What follows belongs to an exercise in optimizing a design on an open flow for small area, a short achievable clock period and few clock cycles; a production flow would make more cautious choices. The RTL was checked by simulation tests, not by an equivalence proof against the original design.

==> indigo <==
Design egvlc, start of the top module:
module egvlc (
  input  wire        clk,
  input  wire        rst,
  input  wire        reg_we,
  input  wire [7:0]  reg_addr,
  input  wire [31:0] reg_wdata,
  output wire [31:0] reg_rdata,
  output wire        mem_req,
  output wire [31:0] mem_addr,
  input  wire        mem_ack,
  input  wire [7:0]  mem_rdata,
  output wire        irq
);
==> flow/config.mk <==
export PLATFORM = sky130hd
export DESIGN_NAME = egvlc
export DESIGN_NICKNAME = egvlc
export VERILOG_FILES = /design/flow/design.v
export SDC_FILE = /design/flow/constraint.sdc
export NUM_CORES = 4
export LEC_CHECK = 0
export CAP_MARGIN = 20
export CORE_MARGIN = 2
export CORE_UTILIZATION = 40
export SETUP_SLACK_MARGIN = 5
export SLEW_MARGIN = 20
export SYNTH_HIERARCHICAL = 1
export SYNTH_MINIMUM_KEEP_SIZE = 0
export TNS_END_PERCENT = 5
==> flow/constraint.sdc <==
create_clock -name core_clock -period 12.0 [get_ports {clk}]
set_input_delay 2.4000 -clock core_clock [delete_from_list [all_inputs] [get_ports {clk}]]
set_output_delay 2.4000 -clock core_clock [all_outputs]
set_load 0.01 [all_outputs]
run.sh (not shown) runs the stock make flow with config.mk's settings and CLKGATE_MAP_FILE= SYNTH_SCRIPT=/design/flow/synth_recipe.tcl, a recipe that flattens the netlist after the stock synthesis.
==> delta: changes against indigo <==
- CORE_UTILIZATION: 40 -> 50
==> juniper: changes against indigo <==
--- a/flow/design.v
+++ b/flow/design.v
@@ -88,13 +88,13 @@
   reg [2:0]  v_cs;
   reg        v_fs, v_ssx, v_ssy;
   reg        a_x;                 
   wire busy = (st != S_IDLE);
   wire [35:0] lenbits = {1'b0, lenb, 3'b000};
   wire exh  = (pos >= lenbits);
-  wire over = (pos > lenbits);
+  wire over = exh && (pos != lenbits);
   assign irq = st_done & ctrl_ie;
   egvlc_rmux u_rmux (
     .a       (reg_addr[7:2]),
     .ctrl    ({ctrl_ie, ctrl_strict}),
     .status  ({st_outw, st_drop, st_sticky, over, exh,
                st_err, st_valid, st_ok, st_done, busy}),
@@ -227,13 +227,14 @@
       end else begin
         lo_add = fits ? t_rd[3:0] : 4'd8;
         e_done = fits;
       end
     end
   end
-  wire [35:0] sp_n   = sp_hold ? sp : {sp[35:3] + {32'd0, lo_add[3]}, lo_add[2:0]};
+  wire [32:0] sp3_inc = sp[35:3] + 33'd1;
+  wire [35:0] sp_n   = sp_hold ? sp : {lo_add[3] ? sp3_inc : sp[35:3], lo_add[2:0]};
   wire        crs  = lo_add[3];
   wire        commit = e_done && (kind != K_CLZ) && (!e_abs || (uel && !strict));
   wire [63:0] val   = e_abs ? 64'd0 : acc_r;      
   wire [63:0] eg_c  = ph ? {56'd0, f_acc} : acc_r;
   wire [63:0] a_eff = e_abs ? 64'd1 : eg_c;       
   wire [69:0] sub_a  = dop[0] ? hh : hw;
@@ -540,13 +541,13 @@
             default:  f_err = E_INPUT;
           endcase
         end
         S_AAC: begin
           if (mem_ack) begin
             acc <= {acc[55:0], mem_rdata};
-            sp  <= {sp[35:3] + 33'd1, 3'b000};
+            sp  <= {sp3_inc, 3'b000};
             if ((sp[5:3] == 3'd1 && !(a_sfi == 4'd15 && len_gt4)) ||
                 sp[5:3] == 3'd4) begin
               if (a_w[0]) aac_ch <= a_ch;
               if (a_w[1]) aac_sr <= a_sr;
               if (a_w[2]) begin spf_w <= 1'b1; spf_fl <= a_fl; end
               f_go = 1'b1; f_ok = 1'b1; f_outw = a_w;
- CORE_UTILIZATION: 40 -> 60
==> yarrow: changes against indigo <==
--- a/flow/design.v
+++ b/flow/design.v
@@ -88,13 +88,13 @@
   reg [2:0]  v_cs;
   reg        v_fs, v_ssx, v_ssy;
   reg        a_x;                 
   wire busy = (st != S_IDLE);
   wire [35:0] lenbits = {1'b0, lenb, 3'b000};
   wire exh  = (pos >= lenbits);
-  wire over = (pos > lenbits);
+  wire over = exh && (pos != lenbits);
   assign irq = st_done & ctrl_ie;
   egvlc_rmux u_rmux (
     .a       (reg_addr[7:2]),
     .ctrl    ({ctrl_ie, ctrl_strict}),
     .status  ({st_outw, st_drop, st_sticky, over, exh,
                st_err, st_valid, st_ok, st_done, busy}),
@@ -227,13 +227,14 @@
       end else begin
         lo_add = fits ? t_rd[3:0] : 4'd8;
         e_done = fits;
       end
     end
   end
-  wire [35:0] sp_n   = sp_hold ? sp : {sp[35:3] + {32'd0, lo_add[3]}, lo_add[2:0]};
+  wire [32:0] sp3_inc = sp[35:3] + 33'd1;
+  wire [35:0] sp_n   = sp_hold ? sp : {lo_add[3] ? sp3_inc : sp[35:3], lo_add[2:0]};
   wire        crs  = lo_add[3];
   wire        commit = e_done && (kind != K_CLZ) && (!e_abs || (uel && !strict));
   wire [63:0] val   = e_abs ? 64'd0 : acc_r;      
   wire [63:0] eg_c  = ph ? {56'd0, f_acc} : acc_r;
   wire [63:0] a_eff = e_abs ? 64'd1 : eg_c;       
   wire [69:0] sub_a  = dop[0] ? hh : hw;
@@ -540,13 +541,13 @@
             default:  f_err = E_INPUT;
           endcase
         end
         S_AAC: begin
           if (mem_ack) begin
             acc <= {acc[55:0], mem_rdata};
-            sp  <= {sp[35:3] + 33'd1, 3'b000};
+            sp  <= {sp3_inc, 3'b000};
             if ((sp[5:3] == 3'd1 && !(a_sfi == 4'd15 && len_gt4)) ||
                 sp[5:3] == 3'd4) begin
               if (a_w[0]) aac_ch <= a_ch;
               if (a_w[1]) aac_sr <= a_sr;
               if (a_w[2]) begin spf_w <= 1'b1; spf_fl <= a_fl; end
               f_go = 1'b1; f_ok = 1'b1; f_outw = a_w;
- CORE_UTILIZATION: 40 -> 50
==> qor summary <==
| metric | delta | juniper | indigo | yarrow |
|---|---|---|---|---|
| Setup slack of the most critical reg-to-reg path | 4.79 ns | 4.60 ns | 4.66 ns | 4.79 ns |
| Post-Place Cells | 10068 | 9739 | 10502 | 10095 |
| Share of the yosys chip area belonging to registers | 27.9% | 27.8% | 27.9% | 27.8% |
| Area Overhead vs Synth | 13.4% | 11.3% | 14.6% | 13.3% |
| Global-route track usage on met2 | 67.8% | 76.1% | 59.9% | 69.6% |
| Result of the run | complete, no violations | complete, no violations | complete, no violations | complete, no violations |
| WHS | 0.451 ns | 0.451 ns | 0.453 ns | 0.450 ns |
| Crit-path most repeated cell | buf_12 | - | - | buf_4 |
| Global-route wire length before repair | 491 mm | 480 mm | 509 mm | 492 mm |
| Number of clock buffers in the layout | 123 | 120 | 128 | 124 |
| Multiplexer share of the synthesized area | 6.85% | 6.73% | 6.85% | 6.73% |
| Layout fillers | 12514 | 9374 | 16317 | 12485 |
Testbench counts of indigo, summed over its fixed seeds: cycles 23,788.
Testbench counts of delta, summed over its fixed seeds: cycles 23,788.
Testbench counts of juniper, summed over its fixed seeds: cycles 23,788.
Testbench counts of yarrow, summed over its fixed seeds: cycles 23,788.

static timing again, ports no longer ideal:
No port has a modelled driver above. Below, the same layouts with a new extraction and two added sets of constraints.
Step 1 sets driving cells, clkbuf_16 on the clock port and buf_2 on the other inputs (assumed; they add their load-dependent delay and slew).
Step 2 also shifts input and output timing later by t, the mid clock arrival at the registers, as if the neighbouring blocks saw the same clock.
Three values: ideal, step 1, step 2; two values: the first two.
run	shift t [ns]	setup slack, ns	worst slew at a driven data input, ns
indigo	0.827	4.320 / 4.227 / 3.938	0.12
delta	0.820	4.518 / 4.450 / 4.096	0.10
juniper	0.779	4.393 / 4.354 / 3.841	0.07
yarrow	0.802	4.638 / 4.503 / 4.067	0.17
After both steps setup and hold are still met in every run listed. For yarrow, which loses most, drivers alone change the setup slack by -0.135 ns; drivers and shift together by -0.571 ns.
